Source: an optimization exercise on an open RTL-to-GDS flow (aim: small area, a short achievable clock period and few clock cycles). Production flows keep margins and buffers that such runs may drop. Function was checked by simulation only, so behaviour that the tests miss may differ from the original. Power is estimated from default activity; no workload was simulated.

**config.mk**
```make
export PLATFORM = sky130hd
export DESIGN_NAME = vrd
export DESIGN_NICKNAME = vrd
export VERILOG_FILES = /design/flow/design.v
export SDC_FILE = /design/flow/constraint.sdc
export NUM_CORES = 4
export LEC_CHECK = 0
export CAP_MARGIN = 20
export CORE_MARGIN = 2
export CORE_UTILIZATION = 40
export CTS_CLUSTER_DIAMETER = 60
export CTS_CLUSTER_SIZE = 30
export SLEW_MARGIN = 20
export SYNTH_MEMORY_MAX_BITS = 16384
```
**constraint.sdc**
```tcl
create_clock -name core_clock -period 10.0 [get_ports {clk}]
set_input_delay 2.0000 -clock core_clock [delete_from_list [all_inputs] [get_ports {clk}]]
set_output_delay 2.0000 -clock core_clock [all_outputs]
set_load 0.01 [all_outputs]
```
**design.v**
```verilog
module vrd_scan (
    input  wire [2:0] shape,    
    input  wire       regime,
    input  wire [5:0] cursor,   
    output wire [2:0] row,
    output wire [2:0] col
);
    reg  [1:0] sel;
    always @(*) begin
        case (shape)
            3'd0:    sel = regime ? 2'd0 : 2'd0;
            3'd3:    sel = regime ? 2'd2 : 2'd1;
            3'd6:    sel = regime ? 2'd1 : 2'd2;
            default: sel = 2'd3;
        endcase
    end
    reg [5:0] rc;
    always @(*) begin
        case ({sel, cursor})
            {2'd0, 6'd0}: rc = {3'd0, 3'd0};
            {2'd0, 6'd1}: rc = {3'd0, 3'd1};
            {2'd0, 6'd2}: rc = {3'd1, 3'd0};
            {2'd0, 6'd3}: rc = {3'd2, 3'd0};
            {2'd0, 6'd4}: rc = {3'd1, 3'd1};
            {2'd0, 6'd5}: rc = {3'd0, 3'd2};
            {2'd0, 6'd6}: rc = {3'd0, 3'd3};
            {2'd0, 6'd7}: rc = {3'd1, 3'd2};
            {2'd0, 6'd8}: rc = {3'd2, 3'd1};
            {2'd0, 6'd9}: rc = {3'd3, 3'd0};
            {2'd0, 6'd10}: rc = {3'd4, 3'd0};
            {2'd0, 6'd11}: rc = {3'd3, 3'd1};
            {2'd0, 6'd12}: rc = {3'd2, 3'd2};
            {2'd0, 6'd13}: rc = {3'd1, 3'd3};
            {2'd0, 6'd14}: rc = {3'd0, 3'd4};
            {2'd0, 6'd15}: rc = {3'd0, 3'd5};
            {2'd0, 6'd16}: rc = {3'd1, 3'd4};
            {2'd0, 6'd17}: rc = {3'd2, 3'd3};
            {2'd0, 6'd18}: rc = {3'd3, 3'd2};
            {2'd0, 6'd19}: rc = {3'd4, 3'd1};
            {2'd0, 6'd20}: rc = {3'd5, 3'd0};
            {2'd0, 6'd21}: rc = {3'd6, 3'd0};
            {2'd0, 6'd22}: rc = {3'd5, 3'd1};
            {2'd0, 6'd23}: rc = {3'd4, 3'd2};
            {2'd0, 6'd24}: rc = {3'd3, 3'd3};
            {2'd0, 6'd25}: rc = {3'd2, 3'd4};
            {2'd0, 6'd26}: rc = {3'd1, 3'd5};
            {2'd0, 6'd27}: rc = {3'd0, 3'd6};
            {2'd0, 6'd28}: rc = {3'd0, 3'd7};
            {2'd0, 6'd29}: rc = {3'd1, 3'd6};
            {2'd0, 6'd30}: rc = {3'd2, 3'd5};
            {2'd0, 6'd31}: rc = {3'd3, 3'd4};
            {2'd0, 6'd32}: rc = {3'd4, 3'd3};
            {2'd0, 6'd33}: rc = {3'd5, 3'd2};
            {2'd0, 6'd34}: rc = {3'd6, 3'd1};
            {2'd0, 6'd35}: rc = {3'd7, 3'd0};
            {2'd0, 6'd36}: rc = {3'd7, 3'd1};
            {2'd0, 6'd37}: rc = {3'd6, 3'd2};
            {2'd0, 6'd38}: rc = {3'd5, 3'd3};
            {2'd0, 6'd39}: rc = {3'd4, 3'd4};
            {2'd0, 6'd40}: rc = {3'd3, 3'd5};
            {2'd0, 6'd41}: rc = {3'd2, 3'd6};
            {2'd0, 6'd42}: rc = {3'd1, 3'd7};
            {2'd0, 6'd43}: rc = {3'd2, 3'd7};
            {2'd0, 6'd44}: rc = {3'd3, 3'd6};
            {2'd0, 6'd45}: rc = {3'd4, 3'd5};
            {2'd0, 6'd46}: rc = {3'd5, 3'd4};
            {2'd0, 6'd47}: rc = {3'd6, 3'd3};
            {2'd0, 6'd48}: rc = {3'd7, 3'd2};
            {2'd0, 6'd49}: rc = {3'd7, 3'd3};
            {2'd0, 6'd50}: rc = {3'd6, 3'd4};
            {2'd0, 6'd51}: rc = {3'd5, 3'd5};
            {2'd0, 6'd52}: rc = {3'd4, 3'd6};
            {2'd0, 6'd53}: rc = {3'd3, 3'd7};
            {2'd0, 6'd54}: rc = {3'd4, 3'd7};
            {2'd0, 6'd55}: rc = {3'd5, 3'd6};
            {2'd0, 6'd56}: rc = {3'd6, 3'd5};
            {2'd0, 6'd57}: rc = {3'd7, 3'd4};
            {2'd0, 6'd58}: rc = {3'd7, 3'd5};
            {2'd0, 6'd59}: rc = {3'd6, 3'd6};
            {2'd0, 6'd60}: rc = {3'd5, 3'd7};
            {2'd0, 6'd61}: rc = {3'd6, 3'd7};
            {2'd0, 6'd62}: rc = {3'd7, 3'd6};
            {2'd0, 6'd63}: rc = {3'd7, 3'd7};
            {2'd1, 6'd0}: rc = {3'd0, 3'd0};
            {2'd1, 6'd1}: rc = {3'd0, 3'd1};
            {2'd1, 6'd2}: rc = {3'd1, 3'd0};
            {2'd1, 6'd3}: rc = {3'd2, 3'd0};
            {2'd1, 6'd4}: rc = {3'd1, 3'd1};
            {2'd1, 6'd5}: rc = {3'd0, 3'd2};
            {2'd1, 6'd6}: rc = {3'd0, 3'd3};
            {2'd1, 6'd7}: rc = {3'd1, 3'd2};
            {2'd1, 6'd8}: rc = {3'd2, 3'd1};
            {2'd1, 6'd9}: rc = {3'd3, 3'd0};
            {2'd1, 6'd10}: rc = {3'd3, 3'd1};
            {2'd1, 6'd11}: rc = {3'd2, 3'd2};
            {2'd1, 6'd12}: rc = {3'd1, 3'd3};
            {2'd1, 6'd13}: rc = {3'd0, 3'd4};
            {2'd1, 6'd14}: rc = {3'd0, 3'd5};
            {2'd1, 6'd15}: rc = {3'd1, 3'd4};
            {2'd1, 6'd16}: rc = {3'd2, 3'd3};
            {2'd1, 6'd17}: rc = {3'd3, 3'd2};
            {2'd1, 6'd18}: rc = {3'd3, 3'd3};
            {2'd1, 6'd19}: rc = {3'd2, 3'd4};
            {2'd1, 6'd20}: rc = {3'd1, 3'd5};
            {2'd1, 6'd21}: rc = {3'd0, 3'd6};
            {2'd1, 6'd22}: rc = {3'd0, 3'd7};
            {2'd1, 6'd23}: rc = {3'd1, 3'd6};
            {2'd1, 6'd24}: rc = {3'd2, 3'd5};
            {2'd1, 6'd25}: rc = {3'd3, 3'd4};
            {2'd1, 6'd26}: rc = {3'd3, 3'd5};
            {2'd1, 6'd27}: rc = {3'd2, 3'd6};
            {2'd1, 6'd28}: rc = {3'd1, 3'd7};
            {2'd1, 6'd29}: rc = {3'd2, 3'd7};
            {2'd1, 6'd30}: rc = {3'd3, 3'd6};
            {2'd1, 6'd31}: rc = {3'd3, 3'd7};
            {2'd2, 6'd0}: rc = {3'd0, 3'd0};
            {2'd2, 6'd1}: rc = {3'd0, 3'd1};
            {2'd2, 6'd2}: rc = {3'd1, 3'd0};
            {2'd2, 6'd3}: rc = {3'd2, 3'd0};
            {2'd2, 6'd4}: rc = {3'd1, 3'd1};
            {2'd2, 6'd5}: rc = {3'd0, 3'd2};
            {2'd2, 6'd6}: rc = {3'd0, 3'd3};
            {2'd2, 6'd7}: rc = {3'd1, 3'd2};
            {2'd2, 6'd8}: rc = {3'd2, 3'd1};
            {2'd2, 6'd9}: rc = {3'd3, 3'd0};
            {2'd2, 6'd10}: rc = {3'd4, 3'd0};
            {2'd2, 6'd11}: rc = {3'd3, 3'd1};
            {2'd2, 6'd12}: rc = {3'd2, 3'd2};
            {2'd2, 6'd13}: rc = {3'd1, 3'd3};
            {2'd2, 6'd14}: rc = {3'd2, 3'd3};
            {2'd2, 6'd15}: rc = {3'd3, 3'd2};
            {2'd2, 6'd16}: rc = {3'd4, 3'd1};
            {2'd2, 6'd17}: rc = {3'd5, 3'd0};
            {2'd2, 6'd18}: rc = {3'd6, 3'd0};
            {2'd2, 6'd19}: rc = {3'd5, 3'd1};
            {2'd2, 6'd20}: rc = {3'd4, 3'd2};
            {2'd2, 6'd21}: rc = {3'd3, 3'd3};
            {2'd2, 6'd22}: rc = {3'd4, 3'd3};
            {2'd2, 6'd23}: rc = {3'd5, 3'd2};
            {2'd2, 6'd24}: rc = {3'd6, 3'd1};
            {2'd2, 6'd25}: rc = {3'd7, 3'd0};
            {2'd2, 6'd26}: rc = {3'd7, 3'd1};
            {2'd2, 6'd27}: rc = {3'd6, 3'd2};
            {2'd2, 6'd28}: rc = {3'd5, 3'd3};
            {2'd2, 6'd29}: rc = {3'd6, 3'd3};
            {2'd2, 6'd30}: rc = {3'd7, 3'd2};
            {2'd2, 6'd31}: rc = {3'd7, 3'd3};
            {2'd3, 6'd0}: rc = {3'd0, 3'd0};
            {2'd3, 6'd1}: rc = {3'd0, 3'd1};
            {2'd3, 6'd2}: rc = {3'd1, 3'd0};
            {2'd3, 6'd3}: rc = {3'd2, 3'd0};
            {2'd3, 6'd4}: rc = {3'd1, 3'd1};
            {2'd3, 6'd5}: rc = {3'd0, 3'd2};
            {2'd3, 6'd6}: rc = {3'd0, 3'd3};
            {2'd3, 6'd7}: rc = {3'd1, 3'd2};
            {2'd3, 6'd8}: rc = {3'd2, 3'd1};
            {2'd3, 6'd9}: rc = {3'd3, 3'd0};
            {2'd3, 6'd10}: rc = {3'd3, 3'd1};
            {2'd3, 6'd11}: rc = {3'd2, 3'd2};
            {2'd3, 6'd12}: rc = {3'd1, 3'd3};
            {2'd3, 6'd13}: rc = {3'd2, 3'd3};
            {2'd3, 6'd14}: rc = {3'd3, 3'd2};
            {2'd3, 6'd15}: rc = {3'd3, 3'd3};
            default: rc = 6'd0;
        endcase
    end
    assign row = regime ? rc[2:0] : rc[5:3];
    assign col = regime ? rc[5:3] : rc[2:0];
endmodule
module vrd (
    input  wire        clk,
    input  wire        rst,           
    input  wire        cmd_valid,
    output wire        cmd_ready,
    input  wire [35:0] cmd_word,
    output wire        rsp_valid,
    input  wire        rsp_ready,
    output wire [35:0] rsp_word,
    output wire        irq,
    output wire        sym_req,
    output wire [1:0]  sym_class,
    output wire        sym_regime,
    input  wire        sym_ack,
    input  wire [3:0]  sym_data,
    output wire        coef_req,
    output wire [2:0]  coef_cs,
    input  wire        coef_ack,
    input  wire        coef_err,
    input  wire        coef_last,
    input  wire [31:0] coef_skip,
    input  wire [31:0] coef_value,
    output wire        itx_req,
    output wire        itx_op,        
    output wire [2:0]  itx_shape,
    output wire        itx_kind,      
    output wire [5:0]  itx_idx,
    output wire [15:0] itx_coef,
    input  wire        itx_ack,
    input  wire [15:0] itx_res,
    output wire        mem_req,
    output wire        mem_we,
    output wire [31:0] mem_addr,
    output wire [7:0]  mem_wdata,
    input  wire        mem_ack,
    input  wire [7:0]  mem_rdata
);
    localparam [3:0] OP_NOP = 4'd0, OP_SETQ = 4'd1, OP_SETCTX = 4'd2, OP_SETBASE = 4'd3,
                     OP_SETSTRIDE = 4'd4, OP_DECBLK = 4'd5, OP_CLRACC = 4'd6,
                     OP_RDREG = 4'd7, OP_RDBLK = 4'd8, OP_CLRERR = 4'd9;
    localparam [2:0] ST_OK = 3'd0, ST_ILLCMD = 3'd1, ST_UNCFG = 3'd2, ST_QZERO = 3'd3,
                     ST_STREAM = 3'd4, ST_REFUSED = 3'd5;
    localparam [2:0] SH_FULL = 3'd0, SH_PAIR8x4 = 3'd3, SH_PAIR4x8 = 3'd6, SH_QUAD = 3'd7;
    reg [7:0]  q_mquant;
    reg        q_halfqp;
    reg        q_pquant;
    reg        c_regime;
    reg [2:0]  c_cs;
    reg        c_patf;
    reg        c_resred;
    reg [31:0] dstbase;
    reg [31:0] dststride;
    reg [3:0]  cfgv;
    reg [23:0] ttacc3;         
    reg        res_valid;      
    reg [6:0]  placed0, placed1, placed2, placed3;
    reg        err;
    reg [2:0]  errcode;
    reg [1:0]  errsub;
    reg [31:0] cmdcnt;
    reg [7:0]  quant;
    reg        scale0;         
    wire [1023:0] blkq;        
    reg        crdy;           
    reg        st_exec;        
    reg [3:0]  op;
    reg [10:0] cd;             
    reg        cd_hi;          
    reg        st_sym, st_pull, st_nsub, st_bub1, st_fin, fin_err, st_rdblk;
    reg        r_itx, r_itxop, r_mem, r_memwe;
    reg [1:0]  r_class;
    reg [2:0]  wshape;
    reg [3:0]  wsubpat;
    reg [1:0]  k;
    reg [6:0]  cur;
    reg        cnt0, cnt1;     
    reg [6:0]  remc;           
    reg [5:0]  pidx;           
    reg [5:0]  rsel;           
    reg        lcol;           
    reg [1:0]  astep;          
    reg        r_kind;
    reg [15:0] r_coef;
    reg [31:0] r_addr;
    reg [31:0] r_nrow;         
    reg [8:0]  r_res;          
    reg [7:0]  r_wdata;
    reg        r_rspv;
    reg [34:0] r_rsp;
    reg        we1;
    reg [5:0]  cell1;
    reg [15:0] s1, c1;         
    wire st_beat = r_itx & ~r_itxop;
    wire st_res  = r_itx &  r_itxop;
    wire st_mrd  = r_mem & ~r_memwe;
    wire st_mwr  = r_mem &  r_memwe;
    wire d_noshape = cd[3];
    wire d_first   = cd[4];
    wire d_skipblk = cd[5];
    wire d_ttout   = cd[6];
    wire [2:0] d_n = cd[10:8];
    assign cmd_ready  = crdy;
    assign rsp_valid  = r_rspv;
    assign rsp_word   = {1'b0, r_rsp};
    assign irq        = err;
    assign sym_req    = st_sym;
    assign sym_class  = r_class;
    assign sym_regime = c_regime;
    assign coef_req   = st_pull;
    assign coef_cs    = c_cs;
    assign itx_req    = r_itx;
    assign itx_op     = r_itxop;
    assign itx_shape  = wshape;
    assign itx_kind   = r_kind;
    assign itx_idx    = pidx;
    assign itx_coef   = r_coef;
    assign mem_req    = r_mem;
    assign mem_we     = r_memwe;
    assign mem_addr   = r_addr;
    assign mem_wdata  = r_wdata;
    reg [3:0] pat;
    always @(*) begin
        case (wshape)
            SH_FULL:    pat = 4'hF;
            SH_QUAD:    pat = ~wsubpat;
            SH_PAIR8x4: pat = ~{wsubpat[1], wsubpat[1], wsubpat[0], wsubpat[0]};
            default:    pat = ~{wsubpat[1], wsubpat[0], wsubpat[1], wsubpat[0]};
        endcase
    end
    wire [31:0] reg_ttacc  = {1'b0, ttacc3[23:21], 1'b0, ttacc3[20:18], 1'b0, ttacc3[17:15],
                              1'b0, ttacc3[14:12], 1'b0, ttacc3[11:9],  1'b0, ttacc3[8:6],
                              1'b0, ttacc3[5:3],   1'b0, ttacc3[2:0]};
    wire [31:0] reg_result = res_valid ? {16'd0, 1'b1, wsubpat, wshape, 4'd0, pat} : 32'd0;
    wire [31:0] reg_status = {16'd0, cfgv, 2'd0, errsub, 1'b0, errcode, 3'd0, err};
    reg [31:0] regval;
    always @(*) begin
        case (cd[3:0])
            4'd0:    regval = {22'd0, q_pquant, q_halfqp, q_mquant};
            4'd1:    regval = {26'd0, c_resred, c_patf, c_cs, c_regime};
            4'd2:    regval = dstbase;
            4'd3:    regval = dststride;
            4'd4:    regval = reg_ttacc;
            4'd5:    regval = reg_result;
            4'd6:    regval = {1'b0, placed3, 1'b0, placed2, 1'b0, placed1, 1'b0, placed0};
            4'd7:    regval = reg_status;
            4'd8:    regval = cmdcnt;
            default: regval = {8'd0, quant, 7'd0, quant, scale0};
        endcase
    end
    reg rsv;
    always @(*) begin
        case (op)
            OP_SETQ:                  rsv = cd_hi | cd[10];
            OP_SETCTX, OP_RDBLK:      rsv = cd_hi | (|cd[10:6]);
            OP_SETBASE, OP_SETSTRIDE: rsv = 1'b0;
            OP_DECBLK:                rsv = cd_hi | cd[7];
            OP_RDREG:                 rsv = cd_hi | (|cd[10:4]);
            default:                  rsv = cd_hi | (|cd);
        endcase
    end
    wire admitted = (op == OP_NOP) | (op == OP_RDREG) | (op == OP_RDBLK) | (op == OP_CLRERR);
    wire refused  = err & ~admitted;
    wire illegal  = (op >= 4'd10) | rsv | ((op == OP_RDREG) & (cd[3:0] >= 4'd10)) |
                    ((op == OP_DECBLK) & d_noshape & (cd[2:0] != 3'd0));
    wire dec_go   = (op == OP_DECBLK) & (cfgv == 4'b1111) & (q_mquant != 8'd0);
    function [2:0] norm_shape(input [2:0] raw);
        case (raw)
            3'd0:             norm_shape = SH_FULL;
            3'd1, 3'd2, 3'd3: norm_shape = SH_PAIR8x4;
            3'd4, 3'd5, 3'd6: norm_shape = SH_PAIR4x8;
            default:          norm_shape = SH_QUAD;
        endcase
    endfunction
    wire wide = ~wshape[2];                
    reg       has_nxt;
    reg [1:0] nxt_k;
    always @(*) begin
        has_nxt = 1'b0;
        nxt_k   = 2'd0;
        case (wshape)
            SH_PAIR8x4, SH_PAIR4x8: begin
                has_nxt = (k == 2'd0) & ~wsubpat[0];
                nxt_k   = 2'd1;
            end
            SH_QUAD: begin
                if (k == 2'd0 && !wsubpat[2]) begin
                    has_nxt = 1'b1; nxt_k = 2'd1;
                end else if (k <= 2'd1 && !wsubpat[1]) begin
                    has_nxt = 1'b1; nxt_k = 2'd2;
                end else if (k <= 2'd2 && !wsubpat[0]) begin
                    has_nxt = 1'b1; nxt_k = 2'd3;
                end
            end
            default: ;
        endcase
    end
    function [5:0] cell_of(input [2:0] shp, input [1:0] kk, input [5:0] p);
        if (!shp[2])
            cell_of = {p[5] | (shp[0] & kk[0]), p[4:0]};
        else
            cell_of = {p[4] | (shp[0] & kk[1]), p[3:2], kk[0], p[1:0]};
    endfunction
    wire last_idx = wshape == SH_FULL ? (pidx == 6'd63) :
                    wshape == SH_QUAD ? (pidx[3:0] == 4'd15) : (pidx[4:0] == 5'd31);
    wire [5:0] pidx_inc  = pidx + 6'd1;
    wire [5:0] pidx_inc2 = pidx + 6'd2;
    wire inc_last_col = wide ? (pidx_inc[2:0] == 3'd7) : (pidx_inc[1:0] == 2'd3);
    function [6:0] cap_of(input [2:0] shp);
        cap_of = (shp == SH_FULL) ? 7'd64 : (shp == SH_QUAD) ? 7'd16 : 7'd32;
    endfunction
    wire [6:0] cur_sum = cur + coef_skip[6:0];
    wire       overrun = (|coef_skip[31:7]) | (coef_skip[6:0] >= remc);
    wire       place   = ~coef_err & ~overrun;
    wire       sub_end = overrun | coef_last;
    wire [2:0] scan_row, scan_col;
    vrd_scan u_scan (
        .shape  (wshape),
        .regime (c_regime),
        .cursor (cur_sum[5:0]),
        .row    (scan_row),
        .col    (scan_col)
    );
    wire       y0b_0 = (wshape == SH_PAIR8x4 & k[0]) | (wshape == SH_QUAD & k[1]);
    wire       x0b_0 = wshape[2] & k[0];
    wire [5:0] place_cell = {scan_row[2] | y0b_0, scan_row[1:0], scan_col[2] | x0b_0, scan_col[1:0]};
    wire [8:0]  scl = {quant, scale0};
    wire [15:0] v0  = coef_value[15:0];
    wire [15:0] pp0 = v0 & {16{scl[0]}};
    wire [15:0] pp1 = {v0[14:0], 1'b0} & {16{scl[1]}};
    wire [15:0] pp2 = {v0[13:0], 2'b0} & {16{scl[2]}};
    wire [15:0] pp3 = {v0[12:0], 3'b0} & {16{scl[3]}};
    wire [15:0] pp4 = {v0[11:0], 4'b0} & {16{scl[4]}};
    wire [15:0] pp5 = {v0[10:0], 5'b0} & {16{scl[5]}};
    wire [15:0] pp6 = {v0[9:0],  6'b0} & {16{scl[6]}};
    wire [15:0] pp7 = {v0[8:0],  7'b0} & {16{scl[7]}};
    wire [15:0] pp8 = {v0[7:0],  8'b0} & {16{scl[8]}};
    function [31:0] csa(input [15:0] a, input [15:0] b, input [15:0] c);
        csa = {a ^ b ^ c, ((a[14:0] & b[14:0]) | (a[14:0] & c[14:0]) | (b[14:0] & c[14:0])), 1'b0};
    endfunction
    wire [31:0] l1a = csa(pp0, pp1, pp2);
    wire [31:0] l1b = csa(pp3, pp4, pp5);
    wire [31:0] l1c = csa(pp6, pp7, pp8);
    wire [31:0] l2a = csa(l1a[31:16], l1a[15:0], l1b[31:16]);
    wire [31:0] l2b = csa(l1b[15:0], l1c[31:16], l1c[15:0]);
    wire [31:0] l3a = csa(l2a[31:16], l2a[15:0], l2b[31:16]);
    wire [31:0] l4a = csa(l3a[31:16], l3a[15:0], l2b[15:0]);
    wire [15:0] q16  = {8'd0, quant};
    wire [15:0] t_u  = s1 + c1;
    wire [31:0] csp  = csa(s1, c1, q16);
    wire [31:0] csm  = csa(s1, c1, ~q16);
    wire [15:0] t_p  = csp[31:16] + csp[15:0];
    wire [15:0] t_m  = csm[31:16] + {csm[15:1], 1'b1};
    wire [15:0] deq_val = q_pquant ? t_u : (t_u[15] ? t_m : t_p);
    wire [63:0] rd_hot = 64'd1 << rsel;
    reg  [15:0] rd_raw;
    integer i;
    always @(*) begin
        rd_raw = 16'd0;
        for (i = 0; i < 64; i = i + 1)
            rd_raw = rd_raw | (blkq[16*i +: 16] & {16{rd_hot[i]}});
    end
    wire [15:0] rd_val = (we1 && cell1 == rsel) ? deq_val : rd_raw;
    wire        y0b = (wshape == SH_PAIR8x4 & k[0]) | (wshape == SH_QUAD & k[1]);
    wire        x0b = wshape[2] & k[0];
    wire [31:0] add_a = (astep == 2'd1) ? dstbase : r_nrow;
    wire [31:0] add_b = (astep == 2'd1) ? {29'd0, x0b, 2'b00} :
                        (astep == 2'd2) ? {dststride[29:0], 2'b00} : dststride;
    wire [31:0] nrow_next = add_a + add_b;
    wire [31:0] addr_inc  = r_addr + 32'd1;
    wire        res_hi = ~itx_res[15] & ((|itx_res[14:8]) | (&itx_res[7:0]));
    wire        res_lo =  itx_res[15] & ~((&itx_res[14:8]) & (|itx_res[7:0]));
    wire [8:0]  res_sat = res_hi ? 9'd255 : res_lo ? 9'h101 : itx_res[8:0];
    wire [9:0]  pix_sum = {2'b00, mem_rdata} + {r_res[8], r_res};
    wire [7:0]  pix_new = pix_sum[9] ? 8'd0 : pix_sum[8] ? 8'd255 : pix_sum[7:0];
    wire        blk_clear = st_exec & ~r_rspv & ~refused & ~illegal & dec_go;
    wire [15:0] wbus      = deq_val & {16{~blk_clear}};
    reg  [15:0] blk [0:63];
    genvar gc;
    generate
        for (gc = 0; gc < 64; gc = gc + 1) begin : g_cell
            wire we_c = blk_clear | (we1 & (cell1 == gc));
            always @(posedge clk)
                if (we_c)
                    blk[gc] <= wbus;
            assign blkq[16*gc +: 16] = blk[gc];
        end
    endgenerate
    always @(posedge clk) begin
        cell1 <= place_cell;
        s1    <= l4a[31:16];
        c1    <= l4a[15:0];
    end
    wire finish_ok = st_mwr & mem_ack & last_idx & ~has_nxt;
    wire st_bub1_next0 = place & (cur == 7'd0) & (coef_skip[5:0] == 6'd0);
    always @(posedge clk) begin
        if (rst) begin
            q_mquant  <= 8'd0;
            q_halfqp  <= 1'b0;
            q_pquant  <= 1'b0;
            c_regime  <= 1'b0;
            c_cs      <= 3'd0;
            c_patf    <= 1'b0;
            c_resred  <= 1'b0;
            dstbase   <= 32'd0;
            dststride <= 32'd0;
            cfgv      <= 4'd0;
            ttacc3    <= 24'd0;
            res_valid <= 1'b0;
            wshape    <= 3'd0;
            wsubpat   <= 4'd0;
            placed0   <= 7'd0;
            placed1   <= 7'd0;
            placed2   <= 7'd0;
            placed3   <= 7'd0;
            err       <= 1'b0;
            errcode   <= 3'd0;
            errsub    <= 2'd0;
            cmdcnt    <= 32'd0;
            quant     <= 8'd0;
            scale0    <= 1'b0;
            crdy      <= 1'b1;
            st_exec   <= 1'b0;
            st_sym    <= 1'b0;
            st_pull   <= 1'b0;
            st_nsub   <= 1'b0;
            st_rdblk  <= 1'b0;
            st_bub1   <= 1'b0;
            st_fin    <= 1'b0;
            astep     <= 2'd0;
            r_itx     <= 1'b0;
            r_mem     <= 1'b0;
            r_rspv    <= 1'b0;
            we1       <= 1'b0;
        end else begin
            we1 <= st_pull & coef_ack & place;
            if (we1) begin
                case (k)
                    2'd0: placed0 <= placed0 + 7'd1;
                    2'd1: placed1 <= placed1 + 7'd1;
                    2'd2: placed2 <= placed2 + 7'd1;
                    default: placed3 <= placed3 + 7'd1;
                endcase
            end
            if (r_rspv && rsp_ready)
                r_rspv <= 1'b0;
            if (crdy && cmd_valid) begin
                crdy    <= 1'b0;
                st_exec <= 1'b1;
                op      <= cmd_word[35:32];
                cd      <= cmd_word[10:0];
                cd_hi   <= |cmd_word[31:11];
                rsel    <= cmd_word[5:0];
                if (cmd_word[35:32] == OP_SETBASE && !err) begin
                    dstbase <= cmd_word[31:0];
                    cfgv[2] <= 1'b1;
                end
                if (cmd_word[35:32] == OP_SETSTRIDE && !err) begin
                    dststride <= cmd_word[31:0];
                    cfgv[3]   <= 1'b1;
                end
            end
            if (st_exec && !r_rspv) begin
                st_exec <= 1'b0;
                if (refused) begin
                    r_rspv <= 1'b1;
                    r_rsp  <= {ST_REFUSED, reg_status};
                    crdy   <= 1'b1;
                end else if (illegal) begin
                    r_rspv <= 1'b1;
                    crdy   <= 1'b1;
                    if (!err) begin
                        err     <= 1'b1;
                        errcode <= ST_ILLCMD;
                        errsub  <= 2'd0;
                        r_rsp   <= {ST_ILLCMD, 16'd0, cfgv, 2'd0, 2'd0, 1'b0, ST_ILLCMD, 3'd0, 1'b1};
                    end else begin
                        r_rsp   <= {ST_ILLCMD, reg_status};
                    end
                end else if (op == OP_DECBLK) begin
                    if (cfgv != 4'b1111) begin
                        r_rspv  <= 1'b1;
                        crdy    <= 1'b1;
                        err     <= 1'b1;
                        errcode <= ST_UNCFG;
                        errsub  <= 2'd0;
                        r_rsp   <= {ST_UNCFG, 16'd0, cfgv, 2'd0, 2'd0, 1'b0, ST_UNCFG, 3'd0, 1'b1};
                    end else if (q_mquant == 8'd0) begin
                        r_rspv  <= 1'b1;
                        crdy    <= 1'b1;
                        err     <= 1'b1;
                        errcode <= ST_QZERO;
                        errsub  <= 2'd0;
                        r_rsp   <= {ST_QZERO, 16'd0, cfgv, 2'd0, 2'd0, 1'b0, ST_QZERO, 3'd0, 1'b1};
                    end else begin
                        placed0   <= 7'd0;
                        placed1   <= 7'd0;
                        placed2   <= 7'd0;
                        placed3   <= 7'd0;
                        res_valid <= 1'b0;
                        quant     <= q_mquant[7] ? (~q_mquant + 8'd1) : q_mquant;
                        scale0    <= ~q_mquant[7] & q_halfqp;
                        cur       <= 7'd0;
                        cnt0      <= 1'b1;
                        cnt1      <= 1'b0;
                        remc      <= cap_of(norm_shape(cd[2:0]));
                        fin_err   <= 1'b0;
                        wshape    <= norm_shape(cd[2:0]);
                        if (d_noshape) begin
                            st_sym  <= 1'b1;
                            r_class <= 2'd0;
                        end else begin
                            case (cd[2:0])
                                3'd0: begin
                                    wsubpat <= 4'd0;
                                    k       <= 2'd0;
                                    rsel    <= 6'd0;
                                    st_pull <= 1'b1;
                                end
                                3'd7: begin
                                    st_sym  <= 1'b1;
                                    r_class <= 2'd1;
                                end
                                3'd3, 3'd6: begin
                                    st_sym  <= 1'b1;
                                    r_class <= 2'd2;
                                end
                                3'd2, 3'd5: begin
                                    wsubpat <= 4'b0010;
                                    k       <= 2'd1;
                                    rsel    <= cd[2] ? 6'd4 : 6'd32;
                                    st_pull <= 1'b1;
                                end
                                default: begin
                                    wsubpat <= 4'b0001;
                                    k       <= 2'd0;
                                    rsel    <= 6'd0;
                                    st_pull <= 1'b1;
                                end
                            endcase
                        end
                    end
                end else if (op == OP_RDBLK) begin
                    r_coef   <= rd_raw;
                    st_rdblk <= 1'b1;
                end else begin
                    r_rspv <= 1'b1;
                    crdy   <= 1'b1;
                    cmdcnt <= cmdcnt + 32'd1;
                    r_rsp  <= {ST_OK, 32'd0};
                    case (op)
                        OP_SETQ: begin
                            q_mquant <= cd[7:0];
                            q_halfqp <= cd[8];
                            q_pquant <= cd[9];
                            cfgv[0]  <= 1'b1;
                        end
                        OP_SETCTX: begin
                            c_regime <= cd[0];
                            c_cs     <= cd[3:1];
                            c_patf   <= cd[4];
                            c_resred <= cd[5];
                            cfgv[1]  <= 1'b1;
                        end
                        OP_CLRACC: ttacc3 <= 24'd0;
                        OP_RDREG:  r_rsp <= {ST_OK, regval};
                        OP_CLRERR: begin
                            err     <= 1'b0;
                            errcode <= 3'd0;
                            errsub  <= 2'd0;
                        end
                        default: ;
                    endcase
                end
            end
            if (st_rdblk) begin
                st_rdblk <= 1'b0;
                r_rspv   <= 1'b1;
                crdy     <= 1'b1;
                cmdcnt   <= cmdcnt + 32'd1;
                r_rsp    <= {ST_OK, {16{r_coef[15]}}, r_coef};
            end
            if (st_sym && sym_ack) begin
                case (r_class)
                    2'd0: begin
                        wshape <= norm_shape(sym_data[2:0]);
                        remc   <= cap_of(norm_shape(sym_data[2:0]));
                        if (sym_data[2:0] == 3'd0) begin
                            wsubpat <= 4'd0;
                            k       <= 2'd0;
                            rsel    <= 6'd0;
                            st_sym  <= 1'b0;
                            st_pull <= 1'b1;
                        end else if (sym_data[2:0] == 3'd7) begin
                            r_class <= 2'd1;
                        end else if (sym_data[2:0] == 3'd3 || sym_data[2:0] == 3'd6 ||
                                     !d_first || c_patf) begin
                            r_class <= 2'd2;
                        end else begin
                            st_sym  <= 1'b0;
                            st_pull <= 1'b1;
                            if (sym_data[2:0] == 3'd2 || sym_data[2:0] == 3'd5) begin
                                wsubpat <= 4'b0010;
                                k       <= 2'd1;
                                rsel    <= sym_data[2] ? 6'd4 : 6'd32;
                            end else begin
                                wsubpat <= 4'b0001;
                                k       <= 2'd0;
                                rsel    <= 6'd0;
                            end
                        end
                    end
                    2'd1: begin
                        remc    <= 7'd16;
                        wsubpat <= ~sym_data;
                        st_sym  <= 1'b0;
                        st_pull <= |sym_data;
                        st_fin  <= ~(|sym_data);
                        k <= sym_data[3] ? 2'd0 : sym_data[2] ? 2'd1 : sym_data[1] ? 2'd2 : 2'd3;
                        rsel <= sym_data[3] ? 6'd0 : sym_data[2] ? 6'd4 : sym_data[1] ? 6'd32 : 6'd36;
                    end
                    default: begin
                        wsubpat <= (sym_data[1:0] == 2'd0) ? 4'd0 : {2'd0, sym_data[1:0] ^ 2'b11};
                        st_sym  <= 1'b0;
                        st_pull <= 1'b1;
                        k       <= (sym_data[1:0] == 2'd1) ? 2'd1 : 2'd0;
                        rsel    <= (sym_data[1:0] != 2'd1) ? 6'd0 : wshape[2] ? 6'd4 : 6'd32;
                    end
                endcase
            end
            if (st_pull) begin
                rsel <= (coef_ack && sub_end && !st_bub1_next0) ? cell_of(wshape, k, 6'd1)
                                                               : cell_of(wshape, k, 6'd0);
            end
            if (st_pull && coef_ack) begin
                cur     <= cur_sum + 7'd1;
                remc    <= remc - coef_skip[6:0] - 7'd1;
                astep   <= 2'd1;
                r_kind  <= place ? cnt0 : cnt1;
                r_itxop <= 1'b0;
                pidx    <= 6'd0;
                r_coef  <= rd_val;
                if (place) begin
                    cnt0 <= 1'b0;
                    cnt1 <= cnt0;
                end
                if (coef_err) begin
                    st_pull <= 1'b0;
                    st_fin  <= 1'b1;
                    fin_err <= 1'b1;
                end else if (sub_end) begin
                    st_pull <= 1'b0;
                    st_nsub <= d_skipblk;
                    if (!d_skipblk) begin
                        st_bub1 <= st_bub1_next0;
                        r_itx   <= ~st_bub1_next0;
                    end
                end
            end
            if (st_nsub) begin
                st_nsub <= 1'b0;
                if (has_nxt) begin
                    k       <= nxt_k;
                    cur     <= 7'd0;
                    cnt0    <= 1'b1;
                    cnt1    <= 1'b0;
                    remc    <= cap_of(wshape);
                    rsel    <= cell_of(wshape, nxt_k, 6'd0);
                    st_pull <= 1'b1;
                end else begin
                    st_fin  <= 1'b1;
                end
            end
            if (astep == 2'd1) begin
                r_nrow <= nrow_next;
                astep  <= 2'd2;
            end
            if (astep == 2'd2) begin
                if (y0b)
                    r_nrow <= nrow_next;
                astep <= 2'd3;
            end
            if (astep == 2'd3) begin
                r_addr <= r_nrow;
                r_nrow <= nrow_next;
                lcol   <= 1'b0;
                astep  <= 2'd0;
            end
            if (st_bub1) begin
                st_bub1 <= 1'b0;
                r_kind  <= cnt1;
                r_itx   <= 1'b1;
                r_itxop <= 1'b0;
                pidx    <= 6'd0;
                r_coef  <= rd_val;
                rsel    <= cell_of(wshape, k, 6'd1);
            end
            if (st_beat && itx_ack) begin
                if (last_idx) begin
                    r_itxop <= 1'b1;
                    pidx    <= 6'd0;
                end else begin
                    pidx    <= pidx_inc;
                    r_coef  <= rd_val;
                    rsel    <= cell_of(wshape, k, pidx_inc2);
                end
            end
            if (st_res && itx_ack) begin
                r_itx   <= 1'b0;
                r_mem   <= 1'b1;
                r_memwe <= 1'b0;
                r_res   <= res_sat;
            end
            if (st_mrd && mem_ack) begin
                r_memwe <= 1'b1;
                r_wdata <= pix_new;
            end
            if (st_mwr && mem_ack) begin
                r_mem <= 1'b0;
                if (!last_idx) begin
                    pidx  <= pidx_inc;
                    lcol  <= inc_last_col;
                    r_itx <= 1'b1;
                    if (lcol) begin
                        r_addr <= r_nrow;
                        r_nrow <= nrow_next;
                    end else begin
                        r_addr <= addr_inc;
                    end
                end else if (has_nxt) begin
                    k       <= nxt_k;
                    cur     <= 7'd0;
                    cnt0    <= 1'b1;
                    cnt1    <= 1'b0;
                    remc    <= cap_of(wshape);
                    rsel    <= cell_of(wshape, nxt_k, 6'd0);
                    st_pull <= 1'b1;
                end
            end
            if (finish_ok || (st_fin && !fin_err && !we1)) begin
                st_fin    <= 1'b0;
                r_rspv    <= 1'b1;
                crdy      <= 1'b1;
                res_valid <= 1'b1;
                cmdcnt    <= cmdcnt + 32'd1;
                r_rsp     <= {ST_OK, 16'd0, 1'b1, wsubpat, wshape, 4'd0, pat};
                if (d_ttout)
                    ttacc3 <= ttacc3 | ({21'd0, wshape} << (d_n * 3));
            end
            if (st_fin && fin_err && !we1) begin
                st_fin <= 1'b0;
                r_rspv <= 1'b1;
                crdy   <= 1'b1;
                if (!err) begin
                    err     <= 1'b1;
                    errcode <= ST_STREAM;
                    errsub  <= k;
                    r_rsp   <= {ST_STREAM, 16'd0, cfgv, 2'd0, k, 1'b0, ST_STREAM, 3'd0, 1'b1};
                end else begin
                    r_rsp   <= {ST_STREAM, reg_status};
                end
            end
        end
    end
endmodule
```
**flow/run.sh**
```bash
#!/bin/bash
# Layout flow: the standard flow (standard.sh, unchanged synthesis and
# steps) with two changes to how the layout is optimised:
#  - the setup repair aims for 6.5 ns of slack instead of stopping at 0, and
#  - the port buffers are plain buffers (buf_2) instead of delay cells.
# Clock-tree clustering comes from config.mk. Every tool's output is kept:
# make's in make_finish.log, and each ORFS step's in orfs/logs.
set -euo pipefail
bash standard.sh SETUP_SLACK_MARGIN=6.5 "BUFFER_PORTS_ARGS=-buffer_cell sky130_fd_sc_hd__buf_2" finish > make_finish.log 2>&1
```
**standard.sh**
```bash
#!/bin/bash
# synth_recipe.tcl (not shown) runs the flow's synth.tcl, then flattens the netlist and writes it again
# the make line also repeats each setting of config.mk as NAME=value (left out here)
make -C /OpenROAD-flow-scripts/flow DESIGN_CONFIG=/design/flow/config.mk WORK_HOME=/design/flow/orfs CLKGATE_MAP_FILE= SYNTH_SCRIPT=/design/flow/synth_recipe.tcl "${@:-finish}"
```
==> impl_metrics.yaml <==
cells_and_area:
  layout_commonest_cell: "edfxtp_1"
  final_core_util: 0.511
  fill_cells: 14100
  drive_above_1_share: 0.254
  area_growth_pct: 26.7
  layout_common_cells: "1209 x edfxtp_1, 541 x a22oi_1, 527 x nand2_1, 361 x nor2_1, 329 x buf_4"
  stdcell_count: 8611
  fin_area_um2: 85400
  fin_nets: 6669
synthesis:
  synth_ff_type: "edfxtp_1"
  syn_area_um2: 67400
  yosysUniqueCellTypes: 86
  netlist_instances: 5637
  synth-seq-cells: 1447
  synth_fp_nets: 6012
  synth_edf_count: 1209
  syn_avg_cell_area_um2: 12.0
  seq_area_frac_synth: 0.609
  synth-warning-count: 3
  async_flop_share: 0
floorplanning:
  die_h_um: 415
  core_um2: 167000
  ioPinCount: 255
  start_util: 0.403
  die_x_um: 415
  die_area_um2: 172000
  row_count: 150
routing:
  vias: 55700
  vias_per_cell: 6.47
  dr.pass1.iters: 7
  wirelength_mm: 287
  routedWlPerCell_um: 33.3
  drc: 0
  drtIter0Drc: 8721
  antenna_left: 0
clock_tree:
  path_clk_slew_ns: 0.09
  clock-sinks: 1447
  cts_buffers: 109
  htree_levels: 3
  insertion_delay_ns: 0.82
  hold_buffers: 0
  cts_max_path_buffers: 3
  cts_tree: "built"
  cts-root-buf: "clkbuf_16"
sta:
  relSlewSlack: 0.146
  min_period_ns: 3.99
  slew_violations: 0
  fin_tns_setup_ns: 0
  setup_viol: 0
  whs_ns: 0.477
  hold_violations: 0
  fin_crit_sh: 0.399
  max_clock_freq_mhz: 251
  rsz0062_at_grt: "true"
  worst_pin_slew_ns: 1.28
  fin_skew_ns: 0.0802
flow_run:
  maxCapViolations: 0
critical_path:
  crit_slowest_cell: "fa_1"
  worst-path-stages: 17
  worstReg2RegEnd: "blk[26][13]"
  crit_type: "flip-flop to flip-flop"
  r2r_cells: 17
  crit_path_start: "quant[7]"
  crit_top_cell: "buf_4"
  max_stage_delay_ns: 0.55
  cp.buffers_inverters: 7
  end_kind: "flip-flop"
  cp_top_family: "compound AO/OA/AOI/OAI gates"
  critPathLaunchType: "flip-flop"
  rrSetupSlack_ns: 6.01
  r2r_start: "quant[7]"
  crit_required_ns: 10.64
  cp_cell_sequence: "inv_2 > fa_1 > inv_1 > ha_2 > or3_4 > o21bai_4 > a221o_1 > buf_4 > buf_6 > a211oi_4 > buf_4 > nand4_1 > o211ai_1 > a41oi_4 > nor2_4 > buf_12 > clkbuf_16"
  worstPathMaxFanout: 8
  worst_ep_arrival_time_ns: 4.63
grt:
  grtUsageTotal: 0.317
  grt_max_degree: 123
  grt_pass1_vias: 50400
  antenna_found_initial: 26
  gr-total-overflow: 0
  grt_first_pass_wirelength_mm: 388
run_status:
  status: "complete, no violations"
placed_design:
  dp_cells: 7949
  placed_area_um2: 73200
  port-buffer-count: 237
  globalplace.congestion: 0.969
  hpwl_mm: 169
worst_hold_path:
  holdPathEnd: "ttacc3[16]"
  worstHoldStart: "ttacc3[16]"
  min_path_type: "flip-flop to flip-flop"
  hold_depth: 2
pwr:
  leakagePower_nw: 30.8
  powerDensity_nw_per_um2: 161
  peakVddDrop_v: 0.000151
-- worst max-delay path by stage --
stage	to	slack (ns)
after floorplan	cell1[3]	5.66
after global placement	cell1[0]	4.68
after detailed placement	cell1[0]	4.65
after CTS	blk[57][15]	6.04
after global routing	blk[44][14]	5.93
final	blk[26][13]	6.01
-- synthesized netlist by cell type (8+ instances only) --
| cell type | instances | share of area |
|---|---|---|
| fa_1 | 86 | 0.026 |
| clkbuf_1 | 257 | 0.014 |
| dfxtp_1 | 238 | 0.071 |
| mux2_2 | 43 | 0.0072 |
| o22ai_1 | 21 | 0.0019 |
| nor4_1 | 52 | 0.0048 |
| a22o_1 | 12 | 0.0016 |
| nand3b_1 | 10 | 0.0011 |
| a211oi_1 | 44 | 0.0049 |
| and2_1 | 123 | 0.011 |
| nor3_1 | 110 | 0.0082 |
| nand2b_1 | 28 | 0.0026 |
| or2_2 | 11 | 0.0010 |
| xor2_1 | 47 | 0.0061 |
| a21oi_1 | 309 | 0.023 |
| inv_1 | 214 | 0.012 |
| nor3b_1 | 14 | 0.0016 |
| o211ai_1 | 31 | 0.0035 |
| a221oi_1 | 21 | 0.0027 |
| nor2b_1 | 31 | 0.0029 |
| o2111ai_1 | 10 | 0.0013 |
| o21ai_0 | 226 | 0.017 |
| and3_1 | 39 | 0.0036 |
| o21a_1 | 33 | 0.0037 |
| a222oi_1 | 15 | 0.0022 |
| or3_1 | 25 | 0.0023 |
| buf_2 | 11 | 0.00082 |
| mux2i_1 | 90 | 0.013 |
| o21bai_1 | 15 | 0.0017 |
| a21o_1 | 36 | 0.0040 |
| a31oi_1 | 41 | 0.0038 |
| o31ai_1 | 25 | 0.0028 |
| buf_1 | 18 | 0.0010 |
| a22oi_1 | 542 | 0.060 |
| nand3_1 | 108 | 0.0080 |
| a31o_2 | 8 | 0.0010 |
| and4_1 | 15 | 0.0019 |
| a221o_1 | 8 | 0.0012 |
| edfxtp_1 | 1209 | 0.54 |
| nor2_1 | 421 | 0.023 |
| ha_1 | 151 | 0.028 |
| xnor2_1 | 113 | 0.015 |
| a21boi_0 | 8 | 0.00089 |
| nand4_1 | 95 | 0.0088 |
| nand2_1 | 543 | 0.030 |
-- cells by family (layout without fill, tap and decap cells) --
| group | count (synthesis) | in the layout | share of synthesized area |
|---|---|---|---|
| and+or+nand+nor | 1677 | 1683 | 0.120 |
| AOI/OAI and AO/OA | 1478 | 1478 | 0.148 |
| DFF | 1447 | 1447 | 0.609 |
| buffers and inverters | 503 | 1247 | 0.0284 |
| adders and majority gates | 237 | 237 | 0.0536 |
| xor gates and xnor gates | 160 | 163 | 0.0208 |
| muxes | 134 | 135 | 0.0209 |
| other | 1 | 17 | 0.0000556 |
-- sequential cells by signal (all words and copies together) (netlist names), 7 cells and up --
name,cells
blk,1024
c1,11
cd,11
cmdcnt,32
cur,7
dstbase,32
dststride,32
placed0,7
placed1,7
placed2,7
placed3,7
q_mquant,8
quant,8
r_addr,32
r_coef,16
r_nrow,32
r_res,9
r_rsp,35
r_wdata,8
remc,7
s1,16
ttacc3,24
-- layout make-up --
cell class / count / area, um2 / share of cell area
flip-flops and latches: 1447 / 41100 / 0.482
multi-input cells: 3697 / 27900 / 0.326
repair buffers: 824 / 8690 / 0.102
clock buffers: 114 / 2830 / 0.0331
well taps: 2204 / 2760 / 0.0323
clock inverters: 94 / 1250 / 0.0146
inverters: 215 / 840 / 0.00983
diodes: 16 / 40.0 / 0.000469
-- routing by layer --
metal,share of wire,global-route usage
met1,0.36,0.411
met2,0.43,0.470
met3,0.14,0.105
met4,0.068,0.166
met5,0.0011,0.00389
-- stage by stage --
step	power, mW	setup WS (ns)
finish	13.7	6.01
global route	14.1	5.93
CTS	13.5	6.04
detailed placement	8.36	4.65
global placement	8.33	4.68
floorplan	7.81	5.66
-- worst min-delay path, delay by kind of cell (launching register included) --
| kind | cells | cell delay (ns) |
|---|---|---|
| AND/OR/NAND/NOR | 1 | 0.07 |
| AO/OA/AOI/OAI | 1 | 0.04 |
| flip-flops | 1 | 0.34 |
-- report_power, final --
part | total, mW | internal [mW] | leakage (nW) | switching, mW
combinational | 2.00 | 0.823 | 15.7 | 1.18
sequential | 6.79 | 6.60 | 13.2 | 0.185
clock | 4.94 | 2.30 | 1.96 | 2.65
total | 13.7 | 9.72 | 30.8 | 4.01
-- repair_timing --
action,in CTS,in global routing
buffers inserted,258,105
gates cloned,50,21
gates resized for setup,435,245
endpoints found under the setup margin,2395,1801
pin swaps,129,134
Testbench counts, summed over its fixed seeds: cycles 127,505.

==> what the ideal ports hide <==
The flow's constraints put no driver on any port. The routed layout listed below was extracted and timed again, unchanged, in two steps. Step 1 sets driving cells, clkbuf_16 on the clock port and buf_2 on the other inputs (assumed; they add their load-dependent delay and slew). Step 2 times the ports against the registers' clock, not the clock port: input delays grow and output delays shrink by t, the midpoint of the rising clock arrivals with the driver on. Slacks: ideal / step 1 / step 2; pairs: ideal / step 1.
shift t [ns]: 0.849
slack for setup (ns): 6.011 / 6.011 / 5.284
clock arrival spread, ns: 0.082 / 0.083
cell pins on the clock port's net: 1
After both steps this run still meets setup and hold. The setup slack of this run moves by 0.000 ns with the drivers and by -0.727 ns with both steps.
